This design comes from an exercise in tuning for small area on the open sky130 flow, not from production work. In this exercise RTL edits were held to simulation tests only and were not proved equivalent to the original. No driver is modelled on the clock port, so clock power and skew are understated where the tree is cut down; a real chip needs a root buffer or a tree. Power is estimated from default activity; no workload was simulated.

### flow/flow/run.sh
#!/bin/bash
# The standard layout (standard.sh), with these changes:
# - synthesis maps the logic with an area-oriented ABC script (flow/synth.tcl,
#   flow/abc.script); the registers are the standard synthesis's;
# - combinational cells that synthesis sized up are set back to the smallest
#   size before floorplan (flow/downsize.tcl); placement repair sizes up
#   again what slew, capacitance or timing need;
# - the ports get the smallest buffer, sky130_fd_sc_hd__buf_1;
# - the clock tree has no dummy loads, and after CTS one buffer drives all
#   the registers' clock pins (flow/post_cts.tcl).
# Each tool's output goes to a log file of its own here.
set -euo pipefail
export OWN_ABC_SCRIPT=$PWD/flow/abc.script
export ROOT_CLKBUF=sky130_fd_sc_hd__buf_12
ARGS=("SYNTH_SCRIPT=$PWD/flow/synth.tcl"
      "BUFFER_PORTS_ARGS=-buffer_cell sky130_fd_sc_hd__buf_1"
      "POST_CTS_TCL=$PWD/flow/post_cts.tcl"
      "CTS_ARGS=-sink_clustering_enable -repair_clock_nets -dont_use_dummy_load -buf_list {sky130_fd_sc_hd__clkbuf_8}")
bash standard.sh "${ARGS[@]}" synth > synth.log 2>&1
export RESULTS=$PWD/orfs/results/$FLOW_PLATFORM/dso_ctrl/base
openroad -no_init -exit flow/downsize.tcl > downsize.log 2>&1
bash standard.sh "${ARGS[@]}" finish > standard_flow.log 2>&1
### flow/flow/abc.script
strash
dch -f
amap
topo
### flow/flow/downsize.tcl
# Replace each combinational cell that synthesis sized up by the same
# function at drive strength 1 (or 0); the placement-stage repair sizes
# up again only what slew, capacitance or timing need. Registers keep
# the cells synthesis gave them.
set odb $::env(RESULTS)/1_synth.odb
read_liberty $::env(FLOW_HOME)/platforms/sky130hd/lib/sky130_fd_sc_hd__tt_025C_1v80.lib
read_db $odb
set db [ord::get_db]
set n 0
foreach inst [[ord::get_db_block] getInsts] {
  set m [[$inst getMaster] getName]
  if {![regexp {^(sky130_fd_sc_hd__[a-z0-9]+)_([0-9]+)$} $m -> base sz]} { continue }
  if {$sz <= 1} { continue }
  if {[regexp {__(df|edf|sdf|dl|sedf|clk)} $base]} { continue }
  foreach cand [list ${base}_1 ${base}_0] {
    if {[$db findMaster $cand] ne "NULL"} {
      if {[catch {replace_cell [$inst getName] $cand} err]} {
        puts "skip [$inst getName] $m -> $cand: $err"
      } else {
        puts "downsize [$inst getName] $m -> $cand"
        incr n
      }
      break
    }
  }
}
puts "downsized $n cells"
write_db $odb
### flow/flow/post_cts.tcl
# After clock tree synthesis: drive every clock sink straight from the root
# clock buffer. The leaf buffers that CTS added are removed and their sinks
# moved to the root buffer's net; the root buffer is sized for the load.
set block [ord::get_db_block]
set root [$block findInst clkbuf_0_clk]
if {$root ne "NULL"} {
  set rootnet [[$root findITerm X] getNet]
  set leaves {}
  foreach it [$rootnet getITerms] {
    set inst [$it getInst]
    if {$inst ne $root && [string match "*clkbuf*" [[$inst getMaster] getName]]} {
      lappend leaves $inst
    }
  }
  foreach inst $leaves {
    set outnet [[$inst findITerm X] getNet]
    foreach it [$outnet getITerms] {
      if {[$it getInst] ne $inst} {
        $it disconnect
        $it connect $rootnet
      }
    }
    puts "removed leaf clock buffer [$inst getName]"
    odb::dbInst_destroy $inst
    odb::dbNet_destroy $outnet
  }
  replace_cell clkbuf_0_clk $::env(ROOT_CLKBUF)
  estimate_parasitics -placement
  report_clock_skew
}
### flow/flow/synth.tcl
# The standard synthesis script (synth_recipe.tcl), with one change: the
# technology mapping step runs ABC with flow/abc.script, an area-oriented
# script, in place of ORFS's. Registers, their names and cells are as in the
# standard synthesis; only the combinational mapping differs.
proc synth {args} { yosys synth -nofsm -noshare {*}$args }
proc abc {args} {
  set i [lsearch -exact $args -script]
  if {$i >= 0} { lset args [expr {$i + 1}] $::env(OWN_ABC_SCRIPT) }
  yosys abc {*}$args
}
source $::env(SCRIPTS_DIR)/synth.tcl
# left out here: clear keep_hierarchy, flatten, clean up, hide names made inside functions, write 1_2_yosys.v
### flow/standard.sh
#!/bin/bash
# synth_recipe.tcl (not shown) runs the flow's synth.tcl, then flattens the netlist and writes it again
# the make line also repeats each setting of config.mk as NAME=value (left out here)
make -C /OpenROAD-flow-scripts/flow DESIGN_CONFIG=/design/flow/config.mk WORK_HOME=/design/flow/orfs CLKGATE_MAP_FILE= SYNTH_SCRIPT=/design/flow/synth_recipe.tcl "${@:-finish}"
### flow/config.mk
export PLATFORM = sky130hd
export DESIGN_NAME = dso_ctrl
export DESIGN_NICKNAME = dso_ctrl
export VERILOG_FILES = /design/flow/design.v
export SDC_FILE = /design/flow/constraint.sdc
export NUM_CORES = 4
export LEC_CHECK = 0
export ABC_AREA = 1
export CAP_MARGIN = 20
export CORE_MARGIN = 2
export CORE_UTILIZATION = 40
export SLEW_MARGIN = 20
### flow/constraint.sdc
create_clock -name core_clock -period 10.0 [get_ports {clk}]
set_input_delay 2.0000 -clock core_clock [delete_from_list [all_inputs] [get_ports {clk}]]
set_output_delay 2.0000 -clock core_clock [all_outputs]
set_load 0.01 [all_outputs]
### flow/design.v
module dso_ctrl #(
    parameter SETTLE_CYCLES = 1000,    
    parameter MAX_SAMPLES   = 65535
) (
    input  wire       clk,
    input  wire       rst,           
    input  wire       rx_valid,
    input  wire [7:0] rx_data,
    output wire       rx_ready,
    output wire       tx_valid,
    output wire [7:0] tx_data,
    input  wire       tx_ready,
    output reg        baud_fast,     
    output wire       baud_init,     
    output wire       ref_cfg,       
    output wire [7:0] line_oe,
    output wire [7:0] line_out,
    input  wire       fill,
    input  wire [7:0] data_bus,
    output wire       spi_sck,
    output wire       spi_mosi,
    input  wire       spi_miso
);
    localparam [3:0]
        P_BOOT  = 4'd4,     
        P_FETCH = 4'd11,     
        P_PARAM = 4'd8,     
        P_VER   = 4'd0,     
        P_MUL   = 4'd13,     
        P_SPI   = 4'd15,     
        P_BAUD  = 4'd1,     
        P_CAPP  = 4'd10,     
        P_CAPW  = 4'd5,     
        P_XPOLL = 4'd9,    
        P_XCLK1 = 4'd2,    
        P_XCLK0 = 4'd6,    
        P_XSEND = 4'd7;    
    reg  [3:0]  ph;
    reg  [15:0] c;
    reg         edge_lvl;
    reg         sel_oe, sel_out;    
    wire boot  = (ph == P_BOOT);
    wire fetch = (ph == P_FETCH);
    wire param = (ph == P_PARAM);
    wire ver   = (ph == P_VER);
    wire mul   = (ph == P_MUL);
    wire spi   = (ph == P_SPI);
    wire baud  = (ph == P_BAUD);
    wire capp  = (ph == P_CAPP);
    wire capw  = (ph == P_CAPW);
    wire xpoll = (ph == P_XPOLL);
    wire xclk1 = (ph == P_XCLK1);
    wire xclk0 = (ph == P_XCLK0);
    wire xsend = (ph == P_XSEND);
    assign rx_ready = fetch | param | (capw & c[11]) | xpoll;
    assign tx_valid = ver | xsend;
    wire stop_byte = rx_valid & (rx_data == 8'h6E);
    localparam [127:0] VER_STR = {
        8'h0A, 8'h30, 8'h2E, 8'h32, 8'h20, 8'h6E, 8'h6F, 8'h69,
        8'h73, 8'h72, 8'h65, 8'h56, 8'h20, 8'h4F, 8'h53, 8'h44};
    wire [7:0] ver_byte = c[11] ? 8'h43 : VER_STR[{c[3:0], 3'b000} +: 8];
    assign tx_data = xsend ? data_bus : ver_byte;
    wire [3:0] bs = c[3:0];
    assign line_oe[0] = ~boot | (bs > 4'd0);
    assign line_oe[1] = ~boot | (bs > 4'd1);
    assign line_oe[2] = ~boot | (bs > 4'd2);
    assign line_oe[3] = ~boot | (bs > 4'd3);
    assign line_oe[4] = ~boot | (bs > 4'd4);
    wire s0_first  = mul;                        
    wire s0_second = mul & (c[1:0] != 2'd0);     
    wire s1_first  = mul & c[1];
    wire s1_second = mul & (c[1:0] == 2'd3);
    assign line_oe[5] = s0_second ? c[13] : s0_first ? (sel_oe & c[13]) : sel_oe;
    assign line_oe[6] = s1_second ? c[13] : s1_first ? (sel_oe & c[13]) : sel_oe;
    assign line_oe[7] = ~boot | (bs > 4'd6);
    assign line_out[0] = capp & (c[1:0] == 2'd0);
    assign line_out[1] = capp & (c[1:0] == 2'd2) & c[14];    
    assign line_out[2] = xpoll | xclk1 | xclk0 | xsend;
    assign line_out[3] = xclk1;
    assign line_out[4] = edge_lvl;
    assign line_out[5] = s0_second ? c[9] : s0_first ? (c[13] ? c[9] : sel_out) : sel_out;
    assign line_out[6] = s1_second ? c[9] : s1_first ? (c[13] ? c[9] : sel_out) : sel_out;
    assign line_out[7] = ~spi & (~boot | (bs > 4'd5));
    assign ref_cfg   = boot & c[3];
    assign baud_init = baud;
    wire [7:0]  p_byte   = {c[11], ~c[8], ~c[15], ~c[10], c[9], c[14], ~c[13], ~c[12]};
    wire [15:0] dac_word = {4'b0011, p_byte, 4'b0000};
    assign spi_mosi = dac_word[~c[4:1]];
    assign spi_sck  = spi & c[0];
    wire c_load = fetch | (param & rx_valid);
    wire [7:0] rx_perm = {rx_data[5], rx_data[2], rx_data[1], rx_data[0],
                          rx_data[7], rx_data[4], rx_data[3], rx_data[6]} ^ 8'hB5;
    wire c_inc  = boot | mul | spi | capp | (capw & ~c[11]) | xpoll | (ver & tx_ready);
    wire [16:0] cy;
    assign cy[0] = c_inc;
    genvar gi;
    generate for (gi = 0; gi < 16; gi = gi + 1) begin : g_inc
        assign cy[gi+1] = cy[gi] & c[gi];
    end endgenerate
    wire [15:0] c_nxt = c ^ cy[15:0];
    wire p_mul_ok = (rx_data == 8'h02) | (rx_data == 8'h04) | (rx_data == 8'h08);
    always @(posedge clk) begin
        if (rst) begin
            ph        <= P_BOOT;
            c         <= 16'd0;
            edge_lvl  <= 1'b0;
            baud_fast <= 1'b0;
            sel_oe    <= 1'b0;
            sel_out   <= 1'b0;
        end else begin
            if (c_load)     c <= {rx_perm, 8'h00};
            else            c <= c_nxt;
            case (ph)
                P_BOOT:  if (c[3]) ph <= P_BAUD;
                P_BAUD:  ph <= P_FETCH;
                P_FETCH: if (rx_valid) begin
                    case (rx_data)
                        8'h76:   ph <= P_VER;
                        8'h72,
                        8'h74,
                        8'h69:   ph <= P_PARAM;
                        8'h43,
                        8'h66:   ph <= P_CAPP;
                        8'h73:   ph <= P_XPOLL;
                        8'h42:   begin baud_fast <= ~baud_fast; ph <= P_BAUD; end
                        default: ph <= P_FETCH;
                    endcase
                end
                P_PARAM: if (rx_valid) begin
                    ph <= P_FETCH;
                    if (~c[13]) begin                
                        if (p_mul_ok) ph <= P_MUL;
                    end else if (c[14]) begin        
                        ph <= P_SPI;
                    end else begin                   
                        if (rx_data == 8'h72) edge_lvl <= 1'b0;
                        if (rx_data == 8'h66) edge_lvl <= 1'b1;
                    end
                end
                P_VER:   if ((tx_ready && c[11]) || cy[4]) ph <= P_FETCH;    
                P_MUL: if (cy[2]) begin                  
                    sel_oe  <= c[13];
                    sel_out <= c[9];
                    ph      <= P_FETCH;
                end
                P_SPI:   if (cy[5]) ph <= P_FETCH;           
                P_CAPP:  if (cy[2]) ph <= P_CAPW;            
                P_CAPW:  if (c[11] && (fill || stop_byte)) ph <= P_VER;
                P_XPOLL: if (stop_byte || cy[16]) ph <= P_FETCH;    
                         else ph <= P_XCLK1;
                P_XCLK1: ph <= P_XCLK0;
                P_XCLK0: ph <= P_XSEND;
                P_XSEND: if (tx_ready) ph <= P_XPOLL;
                default: ph <= P_FETCH;
            endcase
        end
    end
    wire unused_ok = &{1'b0, spi_miso};
endmodule
==> summary.txt, run 1 <==
* Status: complete, no violations
* # clock sinks at 24
* Cell count of the worst hold path at 1
* Final Hold Violating Endpoints at 0
* Register area share after synthesis at 25.25%
* Drt drc at 0
* Mapped cell area at 1896 sq um
* Multi-input logic area at 1284 sq um
* First-pass iteration count of the detailed router at 4
* Vias at 2113
* Worst Setup End Kind: register
* WL per Instance at 14.19 microns
* Synth Area per Inst at 7.021 sq um
* Setup TNS at 0 ns
* Final setup vio count at 0
* Startpoint Class: primary input
* Mapped Cells at 270
* All-Layer GR Usage at 22.01%
* Top achievable clock speed at 0.1626 GHz
* GR Overflow Total at 0
* Worst Path Required at 10.01 ns
* Diode count at 0
* Routed Antenna Nets at 0
* Tot Pwr at 0.0004319 W
* Post-layout nets at 366
* Internal power at 0.0002195 W
* Die area at 5306 sq um
* FFs w/ async S/R, synth at 0%
* Critical Path AT at 6.16 ns
* Most common cell in the netlist: nor2_1
* Fraction of layout cells with a size suffix above 1 at 0.6231%
* Post-DP HPWL at 4253 microns
* Top post-synthesis cells by area: dfxtp_1 (25%), ha_1 (14%), nor2_1 (9.9%)
* Sequential share of power at 30.0%
* Tmin final at 6.148 ns
* Net Sw Frac at 49.19%
* Final design utilization at 46.66%
* Leak at 0.8697 nW
* Sequential cell area at 480.5 sq um
* VDD IR max at 0.00007133 V
* Placer Congestion at 0.9320
* First-pass GRT wire length at 8528 microns
* Synth warn at 1
* Die height at 72.84 microns
* Synth cell types at 40
* Final WL at 5322 microns
* FILL cells at 509
* Clk slew on worst S/H paths at 0.10 ns
* Setup CP Type: in2reg
* Fin crit share at 61.48%
* DIE WIDTH at 72.84 microns
* Site Rows at 25
* FF+latch count, synth at 24
* Clock network fraction of design power at 9.6%
* NetSw at 0.0002125 W
* Core Area at 4661 sq um
* Routed vias/inst at 5.635
* Pwr Density at 198.6 nW/um^2
* Layout area overhead at 14.72%
* Max_cap viols at 0
* Largest net degree at the start of global routing at 25
* Cell area after placement at 2155 sq um
* Fin. max-slew vios at 0
* EDFF count, synth at 0
* Top_reg_cell synth: dfxtp_1
* Yosys top cell area share at 25.25%
* Yosys chip area at 1903 sq um
* Worst Skew at 0.006733 ns
* Crit Path Max Fanout at 3
* Relative max-transition margin at 67.84%
* Vias in the first global route at 1780
* Later-pin clock latency in the skew report at 0.13 ns
* RSZ-0062 raised after global routing: no
* Combinational share of power at 60.3%
* Slew @ Worst Pin at 0.4702 ns
* Port Buffer Count at 51
* Reg2Reg Depth at 25
* Design Area, Final at 2175 sq um
* HP Class: reg2reg
* Initial Util at 40.67%
* Antenna violations before repair at 0
* Yosys top cell by area: dfxtp_1
* Post-synth top cells: nor2_1 (50), clkinv_1 (33), dfxtp_1 (24)
* Mapped Nets at 313
* Ports at 53
* DRT iter0 DRCs at 174
placed cells by master (no fill, tap or decap), drive strengths merged, types with 6 or more instances in the layout:
master / n
dfxtp: 24
nand2: 20
nor2: 50
nor3: 9
clkinv: 33
buf: 53
ha: 21
and3: 9
a21oi: 20
o21ai: 23
o22ai: 6
layout make-up:
class                           instances  share of cell area (%)
Clock buffer                            1                  0.9206
Sequential cell                        24                   22.09
Inverter                               33                   5.696
Multi-Input combinational cell        211                   59.03
Timing Repair Buffer                   52                   9.148
Tap cell                               54                   3.107
sequential cells by signal, summed over array words and instances, names as in the netlist:
register   count
c             16
baud_fast      1
sel_oe         1
edge_lvl       1
sel_out        1
ph             4
routing by layer:
layer / up-vias / wire [microns] / global-route usage (%)
li1: 1081 / - / -
met1: 955 / 2574 / 33.33
met2: 75 / 2396 / 34.75
met3: 2 / 324 / 2.072
met4: 0 / 26 / 2.881
met5: - / 0 / 0
worst max-delay path, cell delays in order:
cell	delay (ns)
buf_1	0.10
a21oi_1	0.12
o2111ai_1	0.15
ha_1	0.22
ha_1	0.20
ha_1	0.19
ha_1	0.22
ha_1	0.23
ha_1	0.20
ha_1	0.18
ha_1	0.18
ha_1	0.18
ha_1	0.18
ha_1	0.18
ha_1	0.17
ha_1	0.18
ha_1	0.18
ha_1	0.18
ha_1	0.17
nor2_1	0.13
o32ai_1	0.11
a2111oi_0	0.42
a211oi_1	0.09
power by group through the flow:
stage	registers [W]	clock network, W	logic (W)
global placement	0.000131	0	0.000260
global route	0.000132	0.0000479	0.000298
floorplan	0.000126	0	0.000186
detailed placement	0.000132	0	0.000259
finish	0.000130	0.0000416	0.000261
per-stage QoR:
step / hold WS (ns) / instances / setup slack, ns
finish: 0.4524 / 375 / 3.852
global route: 0.5207 / 375 / 3.549
detailed placement: 0.4430 / 374 / 3.731
global placement: 0.4349 / 374 / 3.743
floorplan: 0.4633 / 270 / 4.254
final timing paths:
| path | slack [ns] | start | end |
|---|---|---|---|
| worst max-delay path | 3.85 | tx_ready | ph[0]$_SDFFE_PP0P_ |
| worst min-delay path | 0.45 | baud_fast$_SDFFE_PP0P_ | baud_fast$_SDFFE_PP0P_ |
| worst max register to register | 4.76 | ph[1]$_SDFFE_PP0P_ | ph[0]$_SDFFE_PP0P_ |
| worst min register to register | 0.45 | baud_fast$_SDFFE_PP0P_ | baud_fast$_SDFFE_PP0P_ |
cells by family (layout without fill, tap and decap cells):
logic type	after synthesis	after routing	synth area share (%)
simple gates	107	107	25.31
compound gates	83	83	28.34
buf+inv	35	86	7.298
flops	24	24	25.25
fa+ha+maj	21	21	13.81
==> inputs of run 2 (changes only) <==
--- a/flow/design.v
+++ b/flow/design.v
@@ -22,19 +22,19 @@
     input  wire       spi_miso
 );
     localparam [3:0]
-        P_BOOT  = 4'd4,     
-        P_FETCH = 4'd11,     
-        P_PARAM = 4'd8,     
-        P_VER   = 4'd0,     
-        P_MUL   = 4'd13,     
-        P_SPI   = 4'd15,     
-        P_BAUD  = 4'd1,     
-        P_CAPP  = 4'd10,     
-        P_CAPW  = 4'd5,     
-        P_XPOLL = 4'd9,    
-        P_XCLK1 = 4'd2,    
-        P_XCLK0 = 4'd6,    
-        P_XSEND = 4'd7;    
+        P_BOOT  = 4'd0,     
+        P_FETCH = 4'd1,     
+        P_PARAM = 4'd2,     
+        P_VER   = 4'd3,     
+        P_MUL   = 4'd4,     
+        P_SPI   = 4'd5,     
+        P_BAUD  = 4'd6,     
+        P_CAPP  = 4'd7,     
+        P_CAPW  = 4'd8,     
+        P_XPOLL = 4'd10,    
+        P_XCLK1 = 4'd11,    
+        P_XCLK0 = 4'd12,    
+        P_XSEND = 4'd13;    
     reg  [3:0]  ph;
     reg  [15:0] c;
     reg         edge_lvl;
==> flow/flow/run.sh (replaced) <==
#!/bin/bash
# The standard layout (standard.sh), with these changes:
# - synthesis maps the logic with area-oriented ABC scripts (flow/synth.tcl,
#   flow/abc*.script: area mapping, some after deep AIG resynthesis); each is
#   run, and the one whose netlist is smallest is kept. The registers are the
#   standard synthesis's in every case;
# - combinational cells that synthesis sized up are set back to the smallest
#   size before floorplan (flow/downsize.tcl); placement repair sizes up
#   again what slew, capacitance or timing need;
# - the ports get the smallest buffer, sky130_fd_sc_hd__buf_1;
# - the clock tree has no dummy loads, and after CTS one buffer drives all
#   the registers' clock pins (flow/post_cts.tcl).
# Each tool's output goes to a log file of its own here.
set -euo pipefail
export ROOT_CLKBUF=sky130_fd_sc_hd__buf_12
export RESULTS=$PWD/orfs/results/$FLOW_PLATFORM/dso_ctrl/base
ARGS=("SYNTH_SCRIPT=$PWD/flow/synth.tcl"
      "BUFFER_PORTS_ARGS=-buffer_cell sky130_fd_sc_hd__buf_1"
      "POST_CTS_TCL=$PWD/flow/post_cts.tcl"
      "CTS_ARGS=-sink_clustering_enable -repair_clock_nets -dont_use_dummy_load -buf_list {sky130_fd_sc_hd__clkbuf_8}")
best=""
best_area=""
mkdir -p synth_candidates
for s in flow/abc*.script; do
  n=$(basename "$s" .script)
  export OWN_ABC_SCRIPT=$PWD/$s
  rm -rf orfs
  bash standard.sh "${ARGS[@]}" synth > "synth_$n.log" 2>&1
  openroad -no_init -exit flow/downsize.tcl > "downsize_$n.log" 2>&1
  a=$(sed -n 's/^DSAREA //p' "downsize_$n.log")
  echo "$n $a" >> synth_candidates/areas.txt
  rm -rf "synth_candidates/$n"
  cp -a orfs "synth_candidates/$n"
  if [[ -z "$best" ]] || awk -v a="$a" -v b="$best_area" 'BEGIN { exit !(a < b) }'; then
    best=$n
    best_area=$a
  fi
done
echo "kept $best $best_area" >> synth_candidates/areas.txt
rm -rf orfs
cp -a "synth_candidates/$best" orfs
rm -rf synth_candidates/abc*
bash standard.sh "${ARGS[@]}" finish > standard_flow.log 2>&1
==> flow/flow/abc1.script (new file) <==
strash
dch -f
amap
topo
==> flow/flow/abc2.script (new file) <==
strash
&get -n
&deepsyn -T 10
&put
dch -f
amap
topo
==> flow/flow/abc3.script (new file) <==
strash
&get -n
&deepsyn -T 10 -t
&put
dch -f
amap
topo
==> flow/flow/abc4.script (new file) <==
strash
&get -n
&deepsyn -T 10 -S 7
&put
dch -f
amap
topo
==> flow/flow/abc5.script (new file) <==
strash
ifraig
&get -n
&deepsyn -T 10
&put
dch -f
amap
topo
--- a/flow/flow/downsize.tcl
+++ b/flow/flow/downsize.tcl
@@ -26,3 +26,7 @@
 }
 puts "downsized $n cells"
 write_db $odb
+set a 0.0
+foreach inst [[ord::get_db_block] getInsts] { set m [$inst getMaster]; set a [expr {$a + double([$m getWidth]) * [$m getHeight]}] }
+set u [[ord::get_db_block] getDbUnitsPerMicron]
+puts "DSAREA [expr {$a / ($u * $u)}]"
removed: flow/flow/abc.script
==> run 2 against run 1 <==
Still clean. Combinational power grew 11%. Cell count shrank 2.1%. Global-route usage shrank 0.22 points. Worst hold slack gained 0.0076 ns. Area after synthesis shrank 2.4%. Setup slack lost 0.12 ns. Clock-buffer cell count is the same. Via count shrank 2.6%. Flip-flop and latch count is the same. Clock skew shrank 0.0036 ns. Fmax shrank 1.9%. Largest cell class unchanged. Largest power group unchanged. Highest routed layer unchanged.
==> summary.txt, run 2 <==
* Status: complete, no violations (unchanged)
* Synth Area per Inst at 6.983 sq um (was 7.021 sq um)
* Cell count of the worst hold path at 1 (unchanged)
* Port Buffer Count at 51 (unchanged)
* Setup CP Type: in2reg (unchanged)
* First-pass iteration count of the detailed router at 6 (was 4)
* Register area share after synthesis at 25.86% (was 25.25%)
* Critical Path AT at 6.28 ns (was 6.16 ns)
* Mapped Cells at 265 (was 270)
* Antenna violations before repair at 0 (unchanged)
* Post-DP HPWL at 4218 microns (was 4253 microns)
* Biggest register: c (unchanged)
* Hold WS at 0.4600 ns (was 0.4524 ns)
* Yosys chip area at 1858 sq um (was 1903 sq um)
* Top_reg_cell synth: dfxtp_1 (unchanged)
* FF+latch count, synth at 24 (unchanged)
* Clk slew on worst S/H paths at 0.10 ns (about the same)
* Die area at 5186 sq um (was 5306 sq um)
* CP Buf/Inv Count at 2 (was 1)
* Vias in the first global route at 1696 (was 1780)
* # clock sinks at 24 (unchanged)
* Top post-synthesis cells by area: dfxtp_1 (26%), ha_1 (14%), clkinv_1 (8.7%) (was dfxtp_1 (25%), ha_1 (14%), nor2_1 (9.9%))
* Final WL at 5274 microns (was 5322 microns)
* Delay-heaviest family, CP: adder cells (unchanged)
* Fin. max-slew vios at 0 (unchanged)
* Relative max-transition margin at 62.79% (was 67.84%)
* Worst Path Required at 10.02 ns (was 10.01 ns)
* Slowest CP cell: o41ai_1 (was a2111oi_0)
* Slew @ Worst Pin at 0.5509 ns (was 0.4702 ns)
* Post-layout nets at 360 (was 366)
* NetSw at 0.0002389 W (was 0.0002125 W)
* Routed Antenna Nets at 0 (unchanged)
* Synth warn at 1 (unchanged)
* Fin crit share at 62.68% (was 61.48%)
* Worst Setup End Kind: register (unchanged)
* GR Overflow Total at 0 (unchanged)
* DIE WIDTH at 72.02 microns (was 72.84 microns)
* Most frequent cells in the layout: buf_1 (51), clkinv_1 (43), nor2_1 (43) (was buf_1 (51), nor2_1 (50), clkinv_1 (33))
* Cell area after placement at 2100 sq um (was 2155 sq um)
* HP Class: reg2reg (unchanged)
* RSZ-0062 raised after global routing: no (unchanged)
* Drt drc at 0 (unchanged)
* Mapped cell area at 1851 sq um (was 1896 sq um)
* WL per Instance at 14.37 microns (was 14.19 microns)
* Net Sw Frac at 50.64% (was 49.19%)
* VDD IR max at 0.00009158 V (was 0.00007133 V)
* Placer Congestion at 0.8871 (was 0.9320)
* All-Layer GR Usage at 21.80% (was 22.01%)
* Site Rows at 24 (was 25)
* Yosys top cell area share at 25.86% (was 25.25%)
* Diode count at 0 (unchanged)
* Sequential share of power at 29.8% (was 30.0%)
* Routed vias/inst at 5.608 (was 5.635)
* Crit Path Max Fanout at 3 (unchanged)
* Die height at 72.02 microns (was 72.84 microns)
* Worst Skew at 0.003110 ns (was 0.006733 ns)
* Layout area overhead at 14.54% (was 14.72%)
* Yosys top cell by area: dfxtp_1 (unchanged)
* GR peak layer: met2 (unchanged)
* Post-synth top cells: clkinv_1 (43), nor2_1 (43), nand2_1 (25) (was nor2_1 (50), clkinv_1 (33), dfxtp_1 (24))
* Leak at 0.8077 nW (was 0.8697 nW)
* Initial Util at 41.92% (was 40.67%)
* Design Area, Final at 2120 sq um (was 2175 sq um)
* Most common cell after layout, fill and taps aside: buf_1 (unchanged)
* Clock network fraction of design power at 8.9% (was 9.6%)
* Final setup vio count at 0 (unchanged)
* Synth cell types at 35 (was 40)
* FFs w/ async S/R, synth at 0% (unchanged)
* Largest register FFs at 16 (unchanged)
* EDFF count, synth at 0 (unchanged)
* Met1 Usage GRT at 32.02% (was 33.33%)
* Combinational share of power at 61.3% (was 60.3%)
* M2 GR Usage at 33.23% (was 34.75%)
* CP peak stage delay at 0.53 ns (was 0.42 ns)
* Most used cell, CP: ha_1 (unchanged)
* Pwr Density at 222.6 nW/um^2 (was 198.6 nW/um^2)
* Cell-by-cell trace of the critical path: buf_1, clkinv_1, o22a_1, o311ai_0, ha_1, ha_1, ha_1, ha_1, ha_1, ha_1, ha_1, ha_1, ha_1, ha_1, ha_1, ha_1, ha_1, ha_1, ha_1, ha_1, o41ai_1, o21bai_1, a31oi_1 (was buf_1, a21oi_1, o2111ai_1, ha_1, ha_1, ha_1, ha_1, ha_1, ha_1, ha_1, ha_1, ha_1, ha_1, ha_1, ha_1, ha_1, ha_1, ha_1, ha_1, nor2_1, o32ai_1, a2111oi_0, a211oi_1)
* Mapped Nets at 308 (was 313)
* Core Area at 4414 sq um (was 4661 sq um)
* Later-pin clock latency in the skew report at 0.13 ns (about the same)
* Largest net degree at the start of global routing at 25 (unchanged)
* FILL cells at 489 (was 509)
* First-pass GRT wire length at 8217 microns (was 8528 microns)
* Max_cap viols at 0 (unchanged)
* Tmin final at 6.268 ns (was 6.148 ns)
* Biggest regs: c: 16 flops, ph: 4 flops (unchanged)
* Met3 Use GR at 3.333% (was 2.072%)
* Fraction of layout cells with a size suffix above 1 at 0.3175% (was 0.6231%)
* Top achievable clock speed at 0.1596 GHz (was 0.1626 GHz)
* Ports at 53 (unchanged)
* Vias at 2058 (was 2113)
* Startpoint Class: primary input (unchanged)
* Reg2Reg Depth at 24 (was 25)
* Final Hold Violating Endpoints at 0 (unchanged)
* Setup TNS at 0 ns (unchanged)
* WP depth at 23 (unchanged)
* DRT iter0 DRCs at 178 (was 174)
* Internal power at 0.0002328 W (was 0.0002195 W)
-- run 2: final cells by class --
type / count / area (sq um) / share of cell area (%)
flip-flops and latches: 24 / 480.5 / 22.67
well taps: 52 / 65.06 / 3.070
multi-input cells: 196 / 1201 / 56.67
repair buffers: 51 / 191.4 / 9.032
clock buffers: 1 / 20.02 / 0.9445
inverters: 43 / 161.4 / 7.615
-- run 2: final timing paths --
| kind | from | to | slack, ns |
|---|---|---|---|
| max | tx_ready | ph[3]$_SDFFE_PP0P_ | 3.73 |
| min | baud_fast$_SDFFE_PP0P_ | baud_fast$_SDFFE_PP0P_ | 0.46 |
| max reg2reg | ph[0]$_SDFFE_PP0P_ | ph[3]$_SDFFE_PP0P_ | 4.91 |
| min reg2reg | baud_fast$_SDFFE_PP0P_ | baud_fast$_SDFFE_PP0P_ | 0.46 |
-- run 2: metal layers --
metal / part of all wire [%] / up-vias
met4: 2.3 / 0
met1: 44 / 894
li1: - / 1042
met5: 0 / -
met3: 10 / 11
met2: 43 / 111
-- run 2: logic make-up after synthesis --
| logic type | after synthesis | synth area share [%] |
|---|---|---|
| AND/OR/NAND/NOR | 103 | 24.65 |
| AO/OA/AOI/OAI | 72 | 25.86 |
| buffers and inverters | 45 | 9.494 |
| flip-flops | 24 | 25.86 |
| adder cells (fa/ha/maj) | 21 | 14.14 |
-- run 2: power groups by stage --
stage	Clock [W]	Sequential, W	Combinational (W)
after floorplan	0	0.000132	0.000208
after global placement	0	0.000142	0.000288
after detailed placement	0	0.000142	0.000287
after global routing	0.0000474	0.000143	0.000323
final	0.0000418	0.000141	0.000289
-- run 2: per-stage QoR --
stage,total power (W),util (%),cells,setup slack (ns)
2_1_floorplan,0.0003400,-,265,4.128
3_3_place_gp,0.0004297,47.56,366,3.589
3_5_place_dp,0.0004281,47.56,366,3.580
5_1_grt,0.0005129,48.02,367,3.464
6_report,0.0004717,48.02,367,3.733
-- run 2: worst register-to-register path, delay by kind of cell (launching register included) --
kind            cells  cell delay [ns]
buf+inv             1             0.19
fa+ha+maj          16             3.08
simple gates        2             0.21
compound gates      5             1.08
flops               1             0.43
==> inputs of run 3 (changes only) <==
--- a/flow/flow/run.sh
+++ b/flow/flow/run.sh
@@ -2,8 +2,9 @@
 # The standard layout (standard.sh), with these changes:
 # - synthesis maps the logic with area-oriented ABC scripts (flow/synth.tcl,
 #   flow/abc*.script: area mapping, some after deep AIG resynthesis); each is
-#   run, and the one whose netlist is smallest is kept. The registers are the
-#   standard synthesis's in every case;
+#   run, and the one whose netlist is smallest is kept. No half-adder cells
+#   are extracted before ABC. The registers are the standard synthesis's in
+#   every case;
 # - combinational cells that synthesis sized up are set back to the smallest
 #   size before floorplan (flow/downsize.tcl); placement repair sizes up
 #   again what slew, capacitance or timing need;
==> flow/flow/synth.tcl (replaced) <==
# The standard synthesis script (synth_recipe.tcl), with two changes: the
# technology mapping step runs ABC with the script $OWN_ABC_SCRIPT, an
# area-oriented script, in place of ORFS's; and XOR/AND pairs are left to ABC
# rather than extracted as half-adder cells, so that ABC can merge them with
# the logic around them. Registers, their names and cells are as in the
# standard synthesis; only the combinational mapping differs.
proc synth {args} { yosys synth -nofsm -noshare {*}$args }
proc extract_fa {args} { puts "extract_fa skipped" }
proc abc {args} {
  set i [lsearch -exact $args -script]
  if {$i >= 0} { lset args [expr {$i + 1}] $::env(OWN_ABC_SCRIPT) }
  yosys abc {*}$args
}
source $::env(SCRIPTS_DIR)/synth.tcl
# left out here: clear keep_hierarchy, flatten, clean up, hide names made inside functions, write 1_2_yosys.v
==> run 3 against run 2 <==
Highest routed layer unchanged. Global-route usage rose by 2.3 points. Setup slack improved by 1.1 ns. Largest cell class unchanged. Clock power fell by 2%. Non-clock buffer count did not move. Total power fell by 8.3%. Cell count fell by 0.54%. Largest power group unchanged.
==> summary.txt, run 3 <==
* Status: complete, no violations (unchanged)
* All-Layer GR Usage at 24.07% (was 21.80%)
* RSZ-0062 raised after global routing: no (unchanged)
* Largest net degree at the start of global routing at 25 (unchanged)
* Reg2Reg Depth at 21 (was 24)
* WL per Instance at 14.15 microns (was 14.37 microns)
* Most common cell after layout, fill and taps aside: nor2_1 (was buf_1)
* Tot Pwr at 0.0004328 W (was 0.0004717 W)
* Setup CP Type: in2reg (unchanged)
* Pwr Density at 222.1 nW/um^2 (was 222.6 nW/um^2)
* Layout area overhead at 15.85% (was 14.54%)
* Internal power at 0.0002180 W (was 0.0002328 W)
* Ports at 53 (unchanged)
* Placer Congestion at 0.9261 (was 0.8871)
* Fraction of layout cells with a size suffix above 1 at 0.3175% (unchanged)
* Biggest register: c (unchanged)
* End of the worst register-to-register path: ph[3]$_SDFFE_PP0P_ (unchanged)
* Yosys chip area at 1689 sq um (was 1858 sq um)
* Tmin final at 5.209 ns (was 6.268 ns)
* NetSw at 0.0002148 W (was 0.0002389 W)
* Mapped Cells at 265 (unchanged)
* Later-pin clock latency in the skew report at 0.13 ns (about the same)
* Slew @ Worst Pin at 0.5846 ns (was 0.5509 ns)
* Most used cell, CP: nand2_1 (was ha_1)
* EDFF count, synth at 0 (unchanged)
* Site Rows at 23 (was 24)
* Worst Skew at 0.001604 ns (was 0.003110 ns)
* FFs w/ async S/R, synth at 0% (unchanged)
* Diode count at 0 (unchanged)
* Routed vias/inst at 5.589 (was 5.608)
* CP peak stage delay at 0.34 ns (was 0.53 ns)
* Beginning of the worst hold path: baud_fast$_SDFFE_PP0P_ (unchanged)
* Critical Path AT at 5.22 ns (was 6.28 ns)
* DIE WIDTH at 68.84 microns (was 72.02 microns)
* Net Sw Frac at 49.63% (was 50.64%)
* Setup TNS at 0 ns (unchanged)
* Core Area at 4029 sq um (was 4414 sq um)
* R2r setup slk at 5.64 ns (was 4.91 ns)
* Largest register FFs at 16 (unchanged)
* Synth warn at 1 (unchanged)
* Leak at 0.6025 nW (was 0.8077 nW)
* Synth Area per Inst at 6.346 sq um (was 6.983 sq um)
* Most common cell in the netlist: nor2_1
* Yosys top cell by area: dfxtp_1 (unchanged)
* Routed Antenna Nets at 0 (unchanged)
* Delay-heaviest family, CP: simple AND/OR/NAND/NOR gates (was adder cells)
* Relative max-transition margin at 60.72% (was 62.79%)
* Post-DP HPWL at 4168 microns (was 4218 microns)
* Mapped cell area at 1682 sq um (was 1851 sq um)
* Reg-to-reg critical path startpoint: ph[0]$_SDFFE_PP0P_ (unchanged)
* Vias at 2040 (was 2058)
* FILL cells at 465 (was 489)
* Hold endpoint: baud_fast$_SDFFE_PP0P_ (unchanged)
* GR Overflow Total at 0 (unchanged)
* Vias in the first global route at 1727 (was 1696)
* Fin. max-slew vios at 0 (unchanged)
* Cell count of the worst hold path at 1 (unchanged)
* Post-synth top cells: nor2_1 (65), clkinv_1 (32), nand2_1 (26) (was clkinv_1 (43), nor2_1 (43), nand2_1 (25))
* Slowest CP cell: nor3_1 (was o41ai_1)
* Antenna violations before repair at 0 (unchanged)
* Final setup vio count at 0 (unchanged)
* Top achievable clock speed at 0.1920 GHz (was 0.1596 GHz)
* Startpoint Class: primary input (unchanged)
* Fin crit share at 52.09% (was 62.68%)
* Worst Setup End Kind: register (unchanged)
* Most frequent cells in the layout: nor2_1 (65), buf_1 (51), clkinv_1 (32) (was buf_1 (51), clkinv_1 (43), nor2_1 (43))
* Synth cell types at 37 (was 35)
* DRT iter0 DRCs at 140 (was 178)
* Clk slew on worst S/H paths at 0.10 ns (about the same)
* Top_reg_cell synth: dfxtp_1 (unchanged)
* # clock sinks at 24 (unchanged)
* VDD IR max at 0.00006549 V (was 0.00009158 V)
* Max_cap viols at 0 (unchanged)
* Drt drc at 0 (unchanged)
* Crit Path Max Fanout at 5 (was 3)
* Register area share after synthesis at 28.44% (was 25.86%)
* Worst Path Required at 10.01 ns (was 10.02 ns)
* Die area at 4739 sq um (was 5186 sq um)
* CP Buf/Inv Count at 2 (unchanged)
* Port Buffer Count at 51 (unchanged)
* Initial Util at 41.74% (was 41.92%)
* Combinational share of power at 58.7% (was 61.3%)
* Cell-by-cell trace of the critical path: buf_1, clkinv_1, nor3_1, nor4_1, nor2_1, nand2_1, nor2_1, and3_1, and3_1, nand2_1, nor2_1, nand2_1, nor2_1, nand2_1, nor3_1, nand2_1, nand2_1, o21a_1, o311a_1, nor3_1 (was buf_1, clkinv_1, o22a_1, o311ai_0, ha_1, ha_1, ha_1, ha_1, ha_1, ha_1, ha_1, ha_1, ha_1, ha_1, ha_1, ha_1, ha_1, ha_1, ha_1, ha_1, o41ai_1, o21bai_1, a31oi_1)
* Die height at 68.84 microns (was 72.02 microns)
* Post-layout nets at 339 (was 360)
* Final WL at 5164 microns (was 5274 microns)
* First-pass iteration count of the detailed router at 5 (was 6)
* Mapped Nets at 287 (was 308)
* FF+latch count, synth at 24 (unchanged)
* HP Class: reg2reg (unchanged)
* Biggest regs: c: 16 flops, ph: 4 flops (unchanged)
* First-pass GRT wire length at 8066 microns (was 8217 microns)
* Top post-synthesis cells by area: dfxtp_1 (28%), nor2_1 (14%), clkinv_1 (7.1%) (was dfxtp_1 (26%), ha_1 (14%), clkinv_1 (8.7%))
* Yosys top cell area share at 28.44% (was 25.86%)
* Final Hold Violating Endpoints at 0 (unchanged)
* Clock network fraction of design power at 9.4% (was 8.9%)
* Sequential share of power at 31.8% (was 29.8%)
run 3: worst max path at each step:
| stage | end | cells past startpoint | startpoint |
|---|---|---|---|
| 2_1_floorplan | ph[3]$_SDFFE_PP0P_ | 19 | tx_ready |
| 3_3_place_gp | ph[3]$_SDFFE_PP0P_ | 20 | tx_ready |
| 3_5_place_dp | ph[3]$_SDFFE_PP0P_ | 20 | tx_ready |
| 5_1_grt | ph[3]$_SDFFE_PP0P_ | 20 | tx_ready |
| 6_report | ph[3]$_SDFFE_PP0P_ | 20 | tx_ready |
run 3: cell type report:
cell class	count	area (sq um)	area share, %
repair buffers	51	191.4	9.827
multi-input cells	207	1074	55.11
inverters	32	120.1	6.166
well taps	50	62.56	3.211
clock buffers	1	20.02	1.028
flip-flops and latches	24	480.5	24.66
run 3: stage by stage:
stage | setup WS [ns] | hold slack [ns] | std cells | utilization, % | instance area (sq um)
floorplan | 5.420 | 0.4715 | 265 | - | 1682
global placement | 4.779 | 0.4549 | 364 | 47.86 | 1928
detailed placement | 4.695 | 0.4572 | 364 | 47.86 | 1928
global route | 4.390 | 0.5154 | 365 | 48.35 | 1948
finish | 4.791 | 0.4812 | 365 | 48.35 | 1948
run 3: cells by family (layout without fill, tap and decap cells):
kind of cell,after synthesis,count (layout),synth area share (%)
compound gates,78,78,31.04
buf+inv,34,84,8.000
flops,24,24,28.44
simple gates,129,129,32.52
run 3: power groups by stage:
stage               logic, W  clock network, W  registers [W]
global route        0.000288         0.0000474       0.000140
detailed placement  0.000251                 0       0.000139
floorplan           0.000180                 0       0.000132
global placement    0.000252                 0       0.000139
finish              0.000254         0.0000409       0.000138
run 3: metal layers:
| layer | track usage (%) | share of wire [%] | vias to the layer above |
|---|---|---|---|
| li1 | - | - | 1039 |
| met1 | 34.69 | 47 | 897 |
| met2 | 39.54 | 45 | 100 |
| met3 | 2.435 | 7.8 | 4 |
| met4 | 3.676 | 0.58 | 0 |
| met5 | 0 | 0 | - |
==> inputs of run 4 (changes only) <==
--- a/flow/design.v
+++ b/flow/design.v
@@ -24,7 +24,9 @@
     localparam [3:0]
         P_BOOT  = 4'd0,     
         P_FETCH = 4'd1,     
-        P_PARAM = 4'd2,     
+        P_PARR  = 4'd2,     
+        P_PART  = 4'd14,    
+        P_PARI  = 4'd15,    
         P_VER   = 4'd3,     
         P_MUL   = 4'd4,     
         P_SPI   = 4'd5,     
@@ -41,7 +43,10 @@
     reg         sel_oe, sel_out;    
     wire boot  = (ph == P_BOOT);
     wire fetch = (ph == P_FETCH);
-    wire param = (ph == P_PARAM);
+    wire parr  = (ph == P_PARR);
+    wire part  = (ph == P_PART);
+    wire pari  = (ph == P_PARI);
+    wire param = parr | part | pari;
     wire ver   = (ph == P_VER);
     wire mul   = (ph == P_MUL);
     wire spi   = (ph == P_SPI);
@@ -87,7 +92,7 @@
     wire [15:0] dac_word = {4'b0011, p_byte, 4'b0000};
     assign spi_mosi = dac_word[~c[4:1]];
     assign spi_sck  = spi & c[0];
-    wire c_load = fetch | (param & rx_valid);
+    wire c_load = fetch | param;
     wire [7:0] rx_perm = {rx_data[5], rx_data[2], rx_data[1], rx_data[0],
                           rx_data[7], rx_data[4], rx_data[3], rx_data[6]} ^ 8'hB5;
     wire c_inc  = boot | mul | spi | capp | (capw & ~c[11]) | xpoll | (ver & tx_ready);
@@ -100,25 +105,27 @@
     wire [15:0] c_nxt = c ^ cy[15:0];
     wire p_mul_ok = (rx_data == 8'h02) | (rx_data == 8'h04) | (rx_data == 8'h08);
     always @(posedge clk) begin
+        if (rst)         c[3:0] <= 4'd0;
+        else if (c_load) c[3:0] <= 4'd0;
+        else             c[3:0] <= c_nxt[3:0];
+        if (c_load) c[15:4] <= {rx_perm, 4'h0};
+        else        c[15:4] <= c_nxt[15:4];
         if (rst) begin
             ph        <= P_BOOT;
-            c         <= 16'd0;
             edge_lvl  <= 1'b0;
             baud_fast <= 1'b0;
             sel_oe    <= 1'b0;
             sel_out   <= 1'b0;
         end else begin
-            if (c_load)     c <= {rx_perm, 8'h00};
-            else            c <= c_nxt;
             case (ph)
                 P_BOOT:  if (c[3]) ph <= P_BAUD;
                 P_BAUD:  ph <= P_FETCH;
                 P_FETCH: if (rx_valid) begin
                     case (rx_data)
                         8'h76:   ph <= P_VER;
-                        8'h72,
-                        8'h74,
-                        8'h69:   ph <= P_PARAM;
+                        8'h72:   ph <= P_PARR;
+                        8'h74:   ph <= P_PART;
+                        8'h69:   ph <= P_PARI;
                         8'h43,
                         8'h66:   ph <= P_CAPP;
                         8'h73:   ph <= P_XPOLL;
@@ -126,16 +133,12 @@
                         default: ph <= P_FETCH;
                     endcase
                 end
-                P_PARAM: if (rx_valid) begin
+                P_PARR:  if (rx_valid) ph <= p_mul_ok ? P_MUL : P_FETCH;
+                P_PART:  if (rx_valid) ph <= P_SPI;
+                P_PARI:  if (rx_valid) begin
                     ph <= P_FETCH;
-                    if (~c[13]) begin                
-                        if (p_mul_ok) ph <= P_MUL;
-                    end else if (c[14]) begin        
-                        ph <= P_SPI;
-                    end else begin                   
-                        if (rx_data == 8'h72) edge_lvl <= 1'b0;
-                        if (rx_data == 8'h66) edge_lvl <= 1'b1;
-                    end
+                    if (rx_data == 8'h72) edge_lvl <= 1'b0;
+                    if (rx_data == 8'h66) edge_lvl <= 1'b1;
                 end
                 P_VER:   if ((tx_ready && c[11]) || cy[4]) ph <= P_FETCH;    
                 P_MUL: if (cy[2]) begin                  
==> run 4 against run 3 <==
Global-route usage up 0.060 points. Via count fell by 1.3%. Fmax down 1.3%. Combinational power is 15% higher. Register-to-register slack improved by 0.43 ns. First-iteration DRC count up 24%.
==> summary.txt, run 4 <==
* Worst Path Required at 10.01 ns (about the same)
* Finished Layout Cells at 361 (was 365)
* Mapped Cells at 260 (was 265)
* HP Class: reg2reg (unchanged)
* Final Hold Violating Endpoints at 0 (unchanged)
* Ports at 53 (unchanged)
* Slew @ Worst Pin at 0.5150 ns (was 0.5846 ns)
* DIE WIDTH at 68.70 microns (was 68.84 microns)
* Port Buffer Count at 51 (unchanged)
* Setup TNS at 0 ns (unchanged)
* Top achievable clock speed at 0.1895 GHz (was 0.1920 GHz)
* Fin. max-slew vios at 0 (unchanged)
* Core Area at 4000 sq um (was 4029 sq um)
* Final WL at 4928 microns (was 5164 microns)
* Beginning of the worst hold path: baud_fast$_SDFFE_PP0P_ (unchanged)
* Clk slew on worst S/H paths at 0.10 ns (about the same)
* Largest net degree at the start of global routing at 25 (unchanged)
* Post-synth top cells: nor2_1 (58), clkinv_1 (37), nand2_1 (28) (was nor2_1 (65), clkinv_1 (32), nand2_1 (26))
* Die height at 68.70 microns (was 68.84 microns)
* Post-DP HPWL at 3997 microns (was 4168 microns)
* Synth Area per Inst at 6.439 sq um (was 6.346 sq um)
* Relative max-transition margin at 65.30% (was 60.72%)
* Antenna violations before repair at 0 (unchanged)
* CP startpoint: tx_ready (unchanged)
* NetSw at 0.0002472 W (was 0.0002148 W)
* Site Rows at 23 (unchanged)
* Routed Antenna Nets at 0 (unchanged)
* Critical Path End: ph[1]$_SDFFE_PP0P_ (was ph[3]$_SDFFE_PP0P_)
* Worst Skew at 0.004565 ns (was 0.001604 ns)
* Worst Setup End Kind: register (unchanged)
* Mapped Nets at 282 (was 287)
* Fin crit share at 52.76% (was 52.09%)
* Startpoint Class: primary input (unchanged)
* Vias in the first global route at 1707 (was 1727)
* Reg2Reg Depth at 22 (was 21)
* Layout area overhead at 16.37% (was 15.85%)
* RSZ-0062 raised after global routing: no (unchanged)
* FFs w/ async S/R, synth at 0% (unchanged)
* Largest register FFs at 16 (unchanged)
* Register area share after synthesis at 28.57% (was 28.44%)
* Post-layout nets at 335 (was 339)
* Most common cell in the netlist: nor2_1 (unchanged)
* Mapped cell area at 1674 sq um (was 1682 sq um)
* Internal power at 0.0002433 W (was 0.0002180 W)
* Biggest regs: c: 16 flops, ph: 4 flops (unchanged)
* VDD IR max at 0.00009272 V (was 0.00006549 V)
* Vias at 2014 (was 2040)
* Setup CP Type: in2reg (unchanged)
* Yosys top cell area share at 28.57% (was 28.44%)
* DRT iter0 DRCs at 173 (was 140)
* First-pass GRT wire length at 8017 microns (was 8066 microns)
* Reg-to-reg critical path startpoint: ph[1]$_SDFFE_PP0P_ (was ph[0]$_SDFFE_PP0P_)
* Status: complete, no violations (unchanged)
* FILL cells at 448 (was 465)
* End of the worst register-to-register path: ph[1]$_SDFFE_PP0P_ (was ph[3]$_SDFFE_PP0P_)
* All-Layer GR Usage at 24.13% (was 24.07%)
* Combinational share of power at 59.5% (was 58.7%)
* Drt drc at 0 (unchanged)
* Most frequent cells in the layout: nor2_1 (58), buf_1 (51), clkinv_1 (37) (was nor2_1 (65), buf_1 (51), clkinv_1 (32))
* Placed insts at 360 (was 364)
* Net Sw Frac at 50.41% (was 49.63%)
* Fraction of layout cells with a size suffix above 1 at 0.6431% (was 0.3175%)
* First-pass iteration count of the detailed router at 5 (unchanged)
* Leak at 0.6148 nW (was 0.6025 nW)
* Top_reg_cell synth: dfxtp_1 (unchanged)
* Pwr Density at 251.8 nW/um^2 (was 222.1 nW/um^2)
* Tmin final at 5.276 ns (was 5.209 ns)
* Final design utilization at 48.70% (was 48.35%)
* Critical Path AT at 5.28 ns (was 5.22 ns)
* # clock sinks at 24 (unchanged)
* Diode count at 0 (unchanged)
* Synth cell types at 38 (was 37)
* Yosys top cell by area: dfxtp_1 (unchanged)
* Yosys chip area at 1682 sq um (was 1689 sq um)
* GR Overflow Total at 0 (unchanged)
* Sequential share of power at 31.8% (about the same)
* Most common cell after layout, fill and taps aside: nor2_1 (unchanged)
* Later-pin clock latency in the skew report at 0.14 ns (was 0.13 ns)
* Synth warn at 1 (unchanged)
* Clock network fraction of design power at 8.7% (was 9.4%)
* FF+latch count, synth at 24 (unchanged)
* R2r setup slk at 6.07 ns (was 5.64 ns)
* WL per Instance at 13.65 microns (was 14.15 microns)
* Die area at 4719 sq um (was 4739 sq um)
* Final setup vio count at 0 (unchanged)
* EDFF count, synth at 0 (unchanged)
* Placer Congestion at 0.8519 (was 0.9261)
* Top post-synthesis cells by area: dfxtp_1 (29%), nor2_1 (13%), clkinv_1 (8.3%) (was dfxtp_1 (28%), nor2_1 (14%), clkinv_1 (7.1%))
* Initial Util at 41.85% (was 41.74%)
* Crit Path Max Fanout at 4 (was 5)
* Routed vias/inst at 5.579 (was 5.589)
* Max_cap viols at 0 (unchanged)
* Biggest register: c (unchanged)
==> run 4: cell count changes after synthesis, sizes merged, moves of 3 or more <==
cell / delta
a211oi: +3
o21ai: -3
nor3: -9
nor2: -7
nand4: +3
a31oi: +3
a21oi: -3
clkinv: +5
==> run 4: power by group through the flow <==
| stage | clock [W] | combinational, W | sequential, W |
|---|---|---|---|
| detailed placement | 0 | 0.000291 | 0.000158 |
| global route | 0.0000478 | 0.000335 | 0.000162 |
| floorplan | 0 | 0.000211 | 0.000148 |
| finish | 0.0000429 | 0.000292 | 0.000156 |
| global placement | 0 | 0.000291 | 0.000159 |
==> run 4: worst min-delay path by stage <==
stage / to / slack [ns] / cells past startpoint
2_1_floorplan: c[4]$_SDFF_PP0_ / 0.46 / 2
3_3_place_gp: baud_fast$_SDFFE_PP0P_ / 0.44 / 1
3_5_place_dp: baud_fast$_SDFFE_PP0P_ / 0.44 / 1
5_1_grt: baud_fast$_SDFFE_PP0P_ / 0.50 / 1
6_report: baud_fast$_SDFFE_PP0P_ / 0.46 / 1
==> run 4: critical path: stages <==
cell	delay [ns]
buf_1	0.11
or2_0	0.13
a31oi_1	0.10
a31oi_1	0.19
nand2_1	0.11
nor2_1	0.19
nand2_1	0.12
nor2_1	0.26
and3_1	0.27
and3_1	0.23
nand2_1	0.08
nor2_1	0.16
nand2_1	0.10
nor2_1	0.18
nand2_1	0.10
nor2_1	0.18
nand2_1	0.10
nor2_1	0.16
nor4_1	0.08
nor4b_1	0.35
a211oi_1	0.08
==> run 4: cells by family (layout without fill, tap and decap cells) <==
kind of cell / count (synthesis) / in the layout / synth area share, %
AO/OA/AOI/OAI: 73 / 73 / 29.69
buffers and inverters: 39 / 90 / 9.151
flip-flops: 24 / 24 / 28.57
AND/OR/NAND/NOR: 124 / 124 / 32.59
==> run 4: through the flow <==
step	hold slack, ns	instance area (sq um)	setup slack [ns]	total power [W]
after global routing	0.5048	1948	4.292	0.0005443
after global placement	0.4362	1928	4.630	0.0004497
final	0.4626	1948	4.724	0.0004905
after detailed placement	0.4413	1928	4.619	0.0004490
after floorplan	0.4645	1674	5.349	0.0003589
==> run 4: area by class of cell <==
cell class,count,area [sq um],share of cell area [%]
Tap cell,50,62.56,3.211
Sequential cell,24,480.5,24.66
Multi-Input combinational cell,197,1047,53.76
Inverter,37,138.9,7.129
Timing Repair Buffer,52,198.9,10.21
Clock buffer,1,20.02,1.028
==> run 4: per-layer routing <==
metal  vias up  track usage [%]  wire length [microns]
met5         -                0                      0
met4         0            5.392                     87
met3         8            2.922                    455
met2        96            37.74                   2096
met1       869            35.35                   2287
li1       1041                -                      -

## afterwards: timing with drivers on the ports
No port has a modelled driver above. Below, the same layouts with a new extraction and two added sets of constraints. Step 1, drivers: a clkbuf_16 drives clk and a buf_2 each remaining input, both assumed. Step 2 times the ports against the registers' clock, not the clock port: input delays grow and output delays shrink by t, the midpoint of the rising clock arrivals with the driver on. Slacks: ideal / step 1 / step 2; pairs: ideal / step 1.
run	shift t [ns]	slack for setup (ns)	worst slew at a driven data input, ns
run 1	0.166	3.852 / 3.855 / 3.689	0.04
run 2	0.166	3.733 / 3.738 / 3.572	0.03
run 3	0.161	4.791 / 4.800 / 4.640	0.03
run 4	0.168	4.724 / 4.731 / 4.563	0.03
After both steps setup and hold are still met in every run listed. For run 1, which loses most, drivers alone change the setup slack by +0.003 ns; drivers and shift together by -0.163 ns.
